What follows belongs to an exercise in optimizing a design on an open flow for a short achievable clock period and few clock cycles per item; a production flow would make more cautious choices. Where RTL was checked, it was by simulation tests only, not by an equivalence proof against the original. Power is estimated from default activity; no workload was simulated.

==> inputs of build 53 <==
==> flow/design.v (excerpt) <==
module tms1100_core (
    input  wire        clk,
    input  wire        rst,         
    output wire [10:0] rom_addr,    
    input  wire [7:0]  rom_data,    
    input  wire [3:0]  k_in,        
    output wire [4:0]  o_out,       
    output wire [10:0] r_out,       
    output wire        retire       
);
make LEC_CHECK=0 CAP_MARGIN=20 CORE_MARGIN=2 CORE_UTILIZATION=40 SETUP_SLACK_MARGIN=4.5 SLEW_MARGIN=20 finish   # period 6.0 ns
run.sh (not shown) runs the stock make flow with config.mk's settings and CLKGATE_MAP_FILE= SYNTH_SCRIPT=/design/flow/synth_recipe.tcl, a recipe that flattens the netlist after the stock synthesis.
==> build 52 (differences from build 53) <==
--- a/flow/design.v
+++ b/flow/design.v
@@ -48,16 +48,16 @@
     reg        f_s_ynea;     
     reg        f_s_knez;     
     reg        f_s_tbit;     
     reg        f_s_mnez;     
     reg        f_s_ynec;     
-    reg        e_x_m;        
-    reg        e_x_c4;
-    reg        e_y_na;
-    reg        e_y_a;
-    reg        e_y_15;
-    reg        e_cin;
+    reg        e_k1;        
+    reg        e_k2;
+    reg        e_k3;
+    reg        e_k4;
+    reg        e_k5;
+    reg        e_k6;
     reg        f_tdo;        
     reg        f_rstr;       
     reg        f_setr;       
     reg        f_tay;        
     reg        f_tmy;        
@@ -127,13 +127,18 @@
     wire [1:0] bidx = {op[0], op[1]};                  
     wire [3:0] m    = mreg;
     wire [3:0] bmask  = {bidx == 2'd3, bidx == 2'd2, bidx == 2'd1, bidx == 2'd0};
     wire [3:0] m_bit  = op[2] ? (m & ~bmask) : (m | bmask);
     wire [3:0] ram_wd = ({4{e_wd_a}} & a) | ({4{e_wd_c4}} & c4) | ({4{e_wd_bit}} & m_bit);
-    wire [3:0] alu_x  = ({4{e_x_m}} & m) | ({4{e_x_c4}} & c4);
-    wire [3:0] alu_y  = ({4{e_y_na}} & ~a) | ({4{e_y_a}} & a) | {4{e_y_15}};
-    wire [4:0] sum    = {1'b0, alu_x} + {1'b0, alu_y} + {4'd0, e_cin};
+    wire [4:0] sum_1  = {1'b0, m} + {1'b0, ~a} + 5'd1;       
+    wire [4:0] sum_2  = {1'b0, a} + {1'b0, m};               
+    wire [4:0] sum_3  = {1'b0, m} + 5'd15;                   
+    wire [4:0] sum_4  = {1'b0, ~a} + 5'd1;                   
+    wire [4:0] sum_5  = {1'b0, m} + 5'd1;                    
+    wire [4:0] sum_6  = {1'b0, a} + {1'b0, c4} + 5'd1;       
+    wire [4:0] sum    = ({5{e_k1}} & sum_1) | ({5{e_k2}} & sum_2) | ({5{e_k3}} & sum_3) |
+                        ({5{e_k4}} & sum_4) | ({5{e_k5}} & sum_5) | ({5{e_k6}} & sum_6);
     wire [3:0] a_n = e_a_m   ? m :
                      e_a_k   ? k_in :
                      e_a_y   ? y :
                      e_a_0   ? 4'd0 :
                      e_a_sum ? sum[3:0] : a;
@@ -233,26 +238,26 @@
     wire [10:0] btag_n   = (e_br & s) ? e_pc : btag;
     wire        hit_n    = sel_none & base_seq & ~hit_p & (bv | (e_br & s)) & (fa_inc == btag_n);
     reg d_we, d_wd_a, d_wd_c4, d_wd_bit;
     reg d_a_m, d_a_k, d_a_y, d_a_0, d_a_sum;
     reg d_s_sum, d_s_mnea, d_s_ynea, d_s_knez, d_s_tbit, d_s_mnez, d_s_ynec, d_sfl;
-    reg d_x_m, d_x_c4, d_y_na, d_y_a, d_y_15, d_cin;
+    reg d_k1, d_k2, d_k3, d_k4, d_k5, d_k6;
     reg d_tdo, d_rstr, d_setr, d_tay, d_tmy;
     always @(*) begin
         {d_we, d_wd_a, d_wd_c4, d_wd_bit} = 4'b0;
         {d_a_m, d_a_k, d_a_y, d_a_0, d_a_sum} = 5'b0;
         {d_s_sum, d_s_mnea, d_s_ynea, d_s_knez, d_s_tbit, d_s_mnez, d_s_ynec, d_sfl} = 8'b0;
-        {d_x_m, d_x_c4, d_y_na, d_y_a, d_y_15, d_cin} = 6'b0;
+        {d_k1, d_k2, d_k3, d_k4, d_k5, d_k6} = 6'b0;
         {d_tdo, d_rstr, d_setr, d_tay, d_tmy} = 5'b0;
         casez (dop)
             8'h00: d_s_mnea = 1'b1;                                           
-            8'h01: {d_s_sum, d_x_m, d_y_na, d_cin} = 4'b1111;                 
+            8'h01: {d_s_sum, d_k1} = 2'b11;                                 
             8'h02: d_s_ynea = 1'b1;                                           
             8'h03: {d_we, d_wd_a, d_a_m} = 3'b111;                            
             8'h04, 8'h05: d_sfl = 1'b1;                                       
-            8'h06: {d_a_sum, d_s_sum, d_x_m, d_y_a} = 4'b1111;                
-            8'h07: {d_a_sum, d_s_sum, d_x_m, d_y_15} = 4'b1111;               
+            8'h06: {d_a_sum, d_s_sum, d_k2} = 3'b111;                      
+            8'h07: {d_a_sum, d_s_sum, d_k3} = 3'b111;                      
             8'h08: d_a_k = 1'b1;                                              
             8'h0A: d_tdo = 1'b1;                                              
             8'h0C: d_rstr = 1'b1;                                             
             8'h0D: d_setr = 1'b1;                                             
             8'h0E: d_s_knez = 1'b1;                                           
@@ -263,18 +268,18 @@
             8'h24, 8'h25: {d_we, d_wd_a, d_sfl} = 3'b111;                     
             8'h26: {d_we, d_wd_a, d_a_0} = 3'b111;                            
             8'h27: {d_we, d_wd_a} = 2'b11;                                    
             8'b0011_0???: {d_we, d_wd_bit} = 2'b11;                           
             8'b0011_10??: d_s_tbit = 1'b1;                                    
-            8'h3C: {d_a_sum, d_s_sum, d_x_m, d_y_na, d_cin} = 5'b11111;       
-            8'h3D: {d_a_sum, d_s_sum, d_y_na, d_cin} = 4'b1111;               
-            8'h3E: {d_a_sum, d_s_sum, d_x_m, d_cin} = 4'b1111;                
+            8'h3C: {d_a_sum, d_s_sum, d_k1} = 3'b111;                      
+            8'h3D: {d_a_sum, d_s_sum, d_k4} = 3'b111;                      
+            8'h3E: {d_a_sum, d_s_sum, d_k5} = 3'b111;                      
             8'h3F: d_s_mnez = 1'b1;                                           
             8'h5?: d_s_ynec = 1'b1;                                           
             8'h6?: {d_we, d_wd_c4} = 2'b11;                                   
             8'h7F: d_a_0 = 1'b1;                                              
-            8'h7?: {d_a_sum, d_s_sum, d_x_c4, d_y_a, d_cin} = 5'b11111;       
+            8'h7?: {d_a_sum, d_s_sum, d_k6} = 3'b111;                      
             default: ;
         endcase
     end
     wire d_stype = d_s_sum | d_s_mnea | d_s_ynea | d_s_knez | d_s_tbit | d_s_mnez | d_s_ynec;
     integer i;
@@ -369,16 +374,16 @@
             f_comc <= d_ok & ((dop == 8'h0B));
             f_ldp <= d_ok & ((dop[7:4] == 4'h1));
             f_s1 <= d_ok & ~d_stype & ~d_sfl;
         end
         ir      <= dop;
-        e_x_m   <= d_x_m;
-        e_x_c4  <= d_x_c4;
-        e_y_na  <= d_y_na;
-        e_y_a   <= d_y_a;
-        e_y_15  <= d_y_15;
-        e_cin   <= d_cin;
+        e_k1   <= d_k1;
+        e_k2  <= d_k2;
+        e_k3  <= d_k3;
+        e_k4   <= d_k4;
+        e_k5  <= d_k5;
+        e_k6   <= d_k6;
         e_sflag <= sflag_n;
         mreg    <= m_rd;
         e_addr  <= d_addr;
         for (i = 0; i < 64; i = i + 1)
             e_sel[i] <= x_oh[i / 16] & y_oh[i % 16];
@@ -416,11 +421,11 @@
             sr <= sr_n;
             cl <= cl_n;
             cb <= cb_n;
             cs <= cs_n;
             if (e_s_ynea)
-                sl <= s_n;
+                sl <= (y != a);
             for (i = 0; i < 64; i = i + 1)
                 if (e_wen[i])
                     ram[i] <= ram_wd;
         end
     end
- ABC_CLOCK_PERIOD_IN_PS: unset -> 2000
- SETUP_SLACK_MARGIN: 4.5 -> 4.0
==> summary.txt <==
| item | build 52 | build 53 |
|---|---|---|
| Run status | finished clean | finished clean |
| Least-Margin Pin Slew | 1060 ps | 918 ps |
| Capture point of the critical path | y[1] | y_oh[10] |
| Met3 GRT Util | 0.0492 | 0.0551 |
| Cell count of the worst reg-to-reg path | 9 | 12 |
| Shortest period the worst path allows | 2340 ps | 2340 ps |
| Count of buffering cells on the critical path with inverters included | 4 | 5 |
| Count of inverters other than clock inverters in the layout | 33 | 24 |
| Clock net power | 3.54 mW | 3.41 mW |
| Top achievable clock speed | 426 MHz | 427 MHz |
| Die ar. | 54400 µm² | 53800 µm² |
| Average cell area after synthesis | 8.72 µm² | 9.06 µm² |
| Routability Congestion | 0.896 | 0.906 |
Testbench counts of build 53, summed over its fixed seeds: cycles 70,922, instructions 64,000.
Only the layout flow was run in build 52; the RTL was not checked for function there.

========
==> job 5955: inputs <==
Another version of the RTL of tms1100_core (not shown whole).
clock: 6.0 ns
lec_check: 0
abc_clock_period_in_ps: 2000
cap_margin: 20
core_margin: 2
core_utilization: 40
setup_slack_margin: 4.0
slew_margin: 20
==> job 4222: changes against job 5955 <==
--- a/flow/design.v
+++ b/flow/design.v
@@ -34,70 +34,73 @@
     reg        f_stype;      
     reg        f_sfl;        
     reg        f_we;         
     reg [63:0] e_sel;        
     reg        f_wd_a;       
     reg        f_wd_c4;      
     reg        f_wd_bit;     
-    reg        e_x_m;        
-    reg        e_x_c4;
-    reg        e_y_na;
-    reg        e_y_a;
-    reg        e_y_15;
-    reg        e_cin;
+    reg        e_k1;        
+    reg        e_k2;
+    reg        e_k3;
+    reg        e_k4;
+    reg        e_k5;
+    reg        e_k6;
+    reg        f_tay;        
+    reg        f_tmy;        
+    reg        f_br;         
+    reg        f_call;       
+    reg        f_retn;       
     reg        f_comc;       
     reg        f_ldp;        
     reg        f_s1;         
     reg g_we, g_wd_a, g_wd_c4, g_wd_bit;
     reg g_a_m, g_a_k, g_a_y, g_a_0, g_a_sum;
     reg g_s_sum, g_s_mnea, g_s_ynea, g_s_knez, g_s_tbit, g_s_mnez, g_s_ynec, g_sfl;
-    reg g_x_m, g_x_c4, g_y_na, g_y_a, g_y_15, g_cin;
+    reg g_k1, g_k2, g_k3, g_k4, g_k5, g_k6;
     reg g_tdo, g_rstr, g_setr, g_tay, g_tmy;
     always @(*) begin
         {g_we, g_wd_a, g_wd_c4, g_wd_bit} = 4'b0;
         {g_a_m, g_a_k, g_a_y, g_a_0, g_a_sum} = 5'b0;
         {g_s_sum, g_s_mnea, g_s_ynea, g_s_knez, g_s_tbit, g_s_mnez, g_s_ynec, g_sfl} = 8'b0;
-        {g_x_m, g_x_c4, g_y_na, g_y_a, g_y_15, g_cin} = 6'b0;
+        {g_k1, g_k2, g_k3, g_k4, g_k5, g_k6} = 6'b0;
         {g_tdo, g_rstr, g_setr, g_tay, g_tmy} = 5'b0;
         casez (ir)
             8'h00: g_s_mnea = 1'b1;                                           
-            8'h01: {g_s_sum, g_x_m, g_y_na, g_cin} = 4'b1111;                 
+            8'h01: {g_s_sum, g_k1} = 2'b11;                                 
             8'h02: g_s_ynea = 1'b1;                                           
             8'h03: {g_we, g_wd_a, g_a_m} = 3'b111;                            
             8'h04, 8'h05: g_sfl = 1'b1;                                       
-            8'h06: {g_a_sum, g_s_sum, g_x_m, g_y_a} = 4'b1111;                
-            8'h07: {g_a_sum, g_s_sum, g_x_m, g_y_15} = 4'b1111;               
+            8'h06: {g_a_sum, g_s_sum, g_k2} = 3'b111;                      
+            8'h07: {g_a_sum, g_s_sum, g_k3} = 3'b111;                      
             8'h08: g_a_k = 1'b1;                                              
             8'h0A: g_tdo = 1'b1;                                              
             8'h0C: g_rstr = 1'b1;                                             
             8'h0D: g_setr = 1'b1;                                             
             8'h0E: g_s_knez = 1'b1;                                           
             8'h20: g_tay = 1'b1;                                              
             8'h21: g_a_m = 1'b1;                                              
             8'h22: g_tmy = 1'b1;                                              
             8'h23: g_a_y = 1'b1;                                              
             8'h24, 8'h25: {g_we, g_wd_a, g_sfl} = 3'b111;                     
             8'h26: {g_we, g_wd_a, g_a_0} = 3'b111;                            
             8'h27: {g_we, g_wd_a} = 2'b11;                                    
             8'b0011_0???: {g_we, g_wd_bit} = 2'b11;                           
             8'b0011_10??: g_s_tbit = 1'b1;                                    
-            8'h3C: {g_a_sum, g_s_sum, g_x_m, g_y_na, g_cin} = 5'b11111;       
-            8'h3D: {g_a_sum, g_s_sum, g_y_na, g_cin} = 4'b1111;               
-            8'h3E: {g_a_sum, g_s_sum, g_x_m, g_cin} = 4'b1111;                
+            8'h3C: {g_a_sum, g_s_sum, g_k1} = 3'b111;                      
+            8'h3D: {g_a_sum, g_s_sum, g_k4} = 3'b111;                      
+            8'h3E: {g_a_sum, g_s_sum, g_k5} = 3'b111;                      
             8'h3F: g_s_mnez = 1'b1;                                           
             8'h5?: g_s_ynec = 1'b1;                                           
             8'h6?: {g_we, g_wd_c4} = 2'b11;                                   
             8'h7F: g_a_0 = 1'b1;                                              
-            8'h7?: {g_a_sum, g_s_sum, g_x_c4, g_y_a, g_cin} = 5'b11111;       
+            8'h7?: {g_a_sum, g_s_sum, g_k6} = 3'b111;                      
             default: ;
         endcase
     end
-    wire g_br   = (ir[7:6] == 2'b10);
-    wire g_call = (ir[7:6] == 2'b11);
-    wire g_retn = (ir == 8'h0F);
+    wire       ev_i = f_s1 | f_stype | f_sfl;    
     wire       e_stype = f_stype;
     wire       e_sfl = f_sfl;
     wire       e_we = f_we;
     wire       e_wd_a = f_wd_a;
     wire       e_wd_c4 = f_wd_c4;
     wire       e_wd_bit = f_wd_bit;
     wire       e_a_m = ev_i & g_a_m;
@@ -111,23 +114,22 @@
     wire       e_s_knez = ev_i & g_s_knez;
     wire       e_s_tbit = ev_i & g_s_tbit;
     wire       e_s_mnez = ev_i & g_s_mnez;
     wire       e_s_ynec = ev_i & g_s_ynec;
     wire       e_tdo = ev_i & g_tdo;
     wire       e_rstr = ev_i & g_rstr;
     wire       e_setr = ev_i & g_setr;
-    wire       e_tay = ev_i & g_tay;
-    wire       e_tmy = ev_i & g_tmy;
-    wire       e_br = ev_i & g_br;
-    wire       e_call = ev_i & g_call;
-    wire       e_retn = ev_i & g_retn;
+    wire       e_tay = f_tay;
+    wire       e_tmy = f_tmy;
+    wire       e_br = f_br;
+    wire       e_call = f_call;
+    wire       e_retn = f_retn;
     wire       e_comc = f_comc;
     wire       e_ldp = f_ldp;
     wire       e_s1 = f_s1;
-    wire       ev_i = f_s1 | f_stype | f_sfl;    
     wire [63:0] e_wen = {64{e_we}} & e_sel;
     reg [3:0]  a;
     reg        s;
     reg        sl;
     reg [4:0]  o;
     reg [10:0] r;
     reg [3:0]  ram [0:63];
@@ -153,17 +155,22 @@
     wire [7:0] op   = ir;
     wire [3:0] c4   = {op[0], op[1], op[2], op[3]};    
     wire [1:0] bidx = {op[0], op[1]};                  
     wire [3:0] m    = mreg;
     wire [3:0] bmask  = {bidx == 2'd3, bidx == 2'd2, bidx == 2'd1, bidx == 2'd0};
     wire [3:0] m_bit  = op[2] ? (m & ~bmask) : (m | bmask);
     wire [3:0] ram_wd = ({4{e_wd_a}} & a) | ({4{e_wd_c4}} & c4) | ({4{e_wd_bit}} & m_bit);
-    wire [3:0] alu_x  = ({4{e_x_m}} & m) | ({4{e_x_c4}} & c4);
-    wire [3:0] alu_y  = ({4{e_y_na}} & ~a) | ({4{e_y_a}} & a) | {4{e_y_15}};
-    wire [4:0] sum    = {1'b0, alu_x} + {1'b0, alu_y} + {4'd0, e_cin};
+    wire [4:0] sum_1  = {1'b0, m} + {1'b0, ~a} + 5'd1;       
+    wire [4:0] sum_2  = {1'b0, a} + {1'b0, m};               
+    wire [4:0] sum_3  = {1'b0, m} + 5'd15;                   
+    wire [4:0] sum_4  = {1'b0, ~a} + 5'd1;                   
+    wire [4:0] sum_5  = {1'b0, m} + 5'd1;                    
+    wire [4:0] sum_6  = {1'b0, a} + {1'b0, c4} + 5'd1;       
+    wire [4:0] sum    = ({5{e_k1}} & sum_1) | ({5{e_k2}} & sum_2) | ({5{e_k3}} & sum_3) |
+                        ({5{e_k4}} & sum_4) | ({5{e_k5}} & sum_5) | ({5{e_k6}} & sum_6);
     wire [3:0] a_n = e_a_m   ? m :
                      e_a_k   ? k_in :
                      e_a_y   ? y :
                      e_a_0   ? 4'd0 :
                      e_a_sum ? sum[3:0] : a;
     wire       s_n = ~((e_s_sum  & ~sum[4]) |
                        (e_s_mnea & (m == a)) |
@@ -259,52 +266,52 @@
     wire        dv_n     = sel_br ? d_pend : (sel_none & base_seq);
     wire        pred_n   = sel_none & base_seq & hit_p;
     wire [10:0] btag_n   = (e_br & s) ? e_pc : btag;
     wire        hit_n    = sel_none & base_seq & ~hit_p & (bv | (e_br & s)) & (fa_inc == btag_n);
     reg d_we, d_wd_a, d_wd_c4, d_wd_bit;
     reg d_a_m, d_a_k, d_a_y, d_a_0, d_a_sum;
     reg d_s_sum, d_s_mnea, d_s_ynea, d_s_knez, d_s_tbit, d_s_mnez, d_s_ynec, d_sfl;
-    reg d_x_m, d_x_c4, d_y_na, d_y_a, d_y_15, d_cin;
+    reg d_k1, d_k2, d_k3, d_k4, d_k5, d_k6;
     reg d_tdo, d_rstr, d_setr, d_tay, d_tmy;
     always @(*) begin
         {d_we, d_wd_a, d_wd_c4, d_wd_bit} = 4'b0;
         {d_a_m, d_a_k, d_a_y, d_a_0, d_a_sum} = 5'b0;
         {d_s_sum, d_s_mnea, d_s_ynea, d_s_knez, d_s_tbit, d_s_mnez, d_s_ynec, d_sfl} = 8'b0;
-        {d_x_m, d_x_c4, d_y_na, d_y_a, d_y_15, d_cin} = 6'b0;
+        {d_k1, d_k2, d_k3, d_k4, d_k5, d_k6} = 6'b0;
         {d_tdo, d_rstr, d_setr, d_tay, d_tmy} = 5'b0;
         casez (dop)
             8'h00: d_s_mnea = 1'b1;                                           
-            8'h01: {d_s_sum, d_x_m, d_y_na, d_cin} = 4'b1111;                 
+            8'h01: {d_s_sum, d_k1} = 2'b11;                                 
             8'h02: d_s_ynea = 1'b1;                                           
             8'h03: {d_we, d_wd_a, d_a_m} = 3'b111;                            
             8'h04, 8'h05: d_sfl = 1'b1;                                       
-            8'h06: {d_a_sum, d_s_sum, d_x_m, d_y_a} = 4'b1111;                
-            8'h07: {d_a_sum, d_s_sum, d_x_m, d_y_15} = 4'b1111;               
+            8'h06: {d_a_sum, d_s_sum, d_k2} = 3'b111;                      
+            8'h07: {d_a_sum, d_s_sum, d_k3} = 3'b111;                      
             8'h08: d_a_k = 1'b1;                                              
             8'h0A: d_tdo = 1'b1;                                              
             8'h0C: d_rstr = 1'b1;                                             
             8'h0D: d_setr = 1'b1;                                             
             8'h0E: d_s_knez = 1'b1;                                           
             8'h20: d_tay = 1'b1;                                              
             8'h21: d_a_m = 1'b1;                                              
             8'h22: d_tmy = 1'b1;                                              
             8'h23: d_a_y = 1'b1;                                              
             8'h24, 8'h25: {d_we, d_wd_a, d_sfl} = 3'b111;                     
             8'h26: {d_we, d_wd_a, d_a_0} = 3'b111;                            
             8'h27: {d_we, d_wd_a} = 2'b11;                                    
             8'b0011_0???: {d_we, d_wd_bit} = 2'b11;                           
             8'b0011_10??: d_s_tbit = 1'b1;                                    
-            8'h3C: {d_a_sum, d_s_sum, d_x_m, d_y_na, d_cin} = 5'b11111;       
-            8'h3D: {d_a_sum, d_s_sum, d_y_na, d_cin} = 4'b1111;               
-            8'h3E: {d_a_sum, d_s_sum, d_x_m, d_cin} = 4'b1111;                
+            8'h3C: {d_a_sum, d_s_sum, d_k1} = 3'b111;                      
+            8'h3D: {d_a_sum, d_s_sum, d_k4} = 3'b111;                      
+            8'h3E: {d_a_sum, d_s_sum, d_k5} = 3'b111;                      
             8'h3F: d_s_mnez = 1'b1;                                           
             8'h5?: d_s_ynec = 1'b1;                                           
             8'h6?: {d_we, d_wd_c4} = 2'b11;                                   
             8'h7F: d_a_0 = 1'b1;                                              
-            8'h7?: {d_a_sum, d_s_sum, d_x_c4, d_y_a, d_cin} = 5'b11111;       
+            8'h7?: {d_a_sum, d_s_sum, d_k6} = 3'b111;                      
             default: ;
         endcase
     end
     wire d_stype = d_s_sum | d_s_mnea | d_s_ynea | d_s_knez | d_s_tbit | d_s_mnez | d_s_ynec;
     integer i;
     always @(posedge clk) begin
         rst_q <= rst;
@@ -340,35 +347,45 @@
         if (rst) begin
             f_stype <= 1'b0;
             f_sfl <= 1'b0;
             f_we <= 1'b0;
             f_wd_a <= 1'b0;
             f_wd_c4 <= 1'b0;
             f_wd_bit <= 1'b0;
+            f_tay <= 1'b0;
+            f_tmy <= 1'b0;
+            f_br <= 1'b0;
+            f_call <= 1'b0;
+            f_retn <= 1'b0;
             f_comc <= 1'b0;
             f_ldp <= 1'b0;
             f_s1 <= 1'b0;
         end else begin
             f_stype <= d_ok & d_stype;
             f_sfl <= d_ok & d_sfl;
             f_we <= d_ok & d_we;
             f_wd_a <= d_ok & d_wd_a;
             f_wd_c4 <= d_ok & d_wd_c4;
             f_wd_bit <= d_ok & d_wd_bit;
+            f_tay <= d_ok & d_tay;
+            f_tmy <= d_ok & d_tmy;
+            f_br <= d_ok & ((dop[7:6] == 2'b10));
+            f_call <= d_ok & ((dop[7:6] == 2'b11));
+            f_retn <= d_ok & d_retn;
             f_comc <= d_ok & ((dop == 8'h0B));
             f_ldp <= d_ok & ((dop[7:4] == 4'h1));
             f_s1 <= d_ok & ~d_stype & ~d_sfl;
         end
         ir      <= dop;
-        e_x_m   <= d_x_m;
-        e_x_c4  <= d_x_c4;
-        e_y_na  <= d_y_na;
-        e_y_a   <= d_y_a;
-        e_y_15  <= d_y_15;
-        e_cin   <= d_cin;
+        e_k1   <= d_k1;
+        e_k2  <= d_k2;
+        e_k3  <= d_k3;
+        e_k4   <= d_k4;
+        e_k5  <= d_k5;
+        e_k6   <= d_k6;
         e_sflag <= sflag_n;
         mreg    <= m_rd;
         e_addr  <= d_addr;
         for (i = 0; i < 64; i = i + 1)
             e_sel[i] <= x_oh[i / 16] & y_oh[i % 16];
         if (rst) begin
             o <= 5'd0;
@@ -402,14 +419,14 @@
             s  <= s_next;
             pb <= pb_n;
             sr <= sr_n;
             cl <= cl_n;
             cb <= cb_n;
             cs <= cs_n;
             if (e_s_ynea)
-                sl <= s_n;
+                sl <= (y != a);
             for (i = 0; i < 64; i = i + 1)
                 if (e_wen[i])
                     ram[i] <= ram_wd;
         end
     end
 endmodule
Settings changed: ABC_CLOCK_PERIOD_IN_PS 2000 to unset, SETUP_SLACK_MARGIN 4.0 to 4.25.
==> qor summary <==
| quantity | job 4222 | job 5955 |
|---|---|---|
| PwrDens | 252.8 nW/um^2 | 261.5 nW/um^2 |
| Final Cycle Share | 39.29% | 43.02% |
| Number of buffer and inverter instances along the worst setup path | 4 | 2 |
| Placeable core region | 51410 sq um | 49970 sq um |
| Worst setup slack before clock tree synthesis | 1945 ps | 1877 ps |
| Total via count in the routed design | 20350 | 19330 |
| Layout Utilization | 56.48% | 55.58% |
| Result of the run | finished clean | finished clean |
| Met1 Wirelength | 33280 um | 30510 um |
| Count of inserted tapcells | 680 | 672 |
| Smallest hold slack | 329.9 ps | 325.9 ps |
| Instance count after placement with tap cells included | 2896 | 2911 |
| Seq. cell area | 10080 sq um | 9952 sq um |
| Required time of the critical path | 6490 ps | 6470 ps |
| Footprint of the multi-input gates | 12210 sq um | 11670 sq um |
| Post-detailed-route via-to-cell ratio | 6.328 | 6.054 |
| Clock buffer count | 72 | 75 |
| Power share of the sequential group | 46.1% | 45.9% |
Testbench counts of job 4222, summed over its fixed seeds: cycles 70,922, instructions 64,000.
For job 5955, only the layout was checked, not whether the RTL still works.

==> afterwards: timing with drivers on the ports <==
Ports are ideal in the flow. The routed layouts listed here were re-timed in OpenROAD. Step 1 assumes that a clkbuf_16 drives the clock port and a buf_2 every other input. Step 2 times the ports against the registers' clock, not the clock port: input delays grow and output delays shrink by t, the midpoint of the rising clock arrivals with the driver on. Slacks: ideal / step 1 / step 2; pairs: ideal / step 1.
| run | t (ns) | slack for setup (ns) | clock arrival spread, ns |
|---|---|---|---|
| build 53 | 0.652 | 3.656 / 3.640 / 2.988 | 0.022 / 0.022 |
| build 52 | 0.662 | 3.655 / 3.625 / 3.019 | 0.049 / 0.048 |
| job 5955 | 0.655 | 3.419 / 3.434 / 2.779 | 0.062 / 0.061 |
| job 4222 | 0.676 | 3.643 / 3.633 / 3.025 | 0.031 / 0.030 |
After both steps setup and hold are still met in every run listed. For build 53, which loses most, drivers alone change the setup slack by -0.016 ns; drivers and shift together by -0.668 ns.
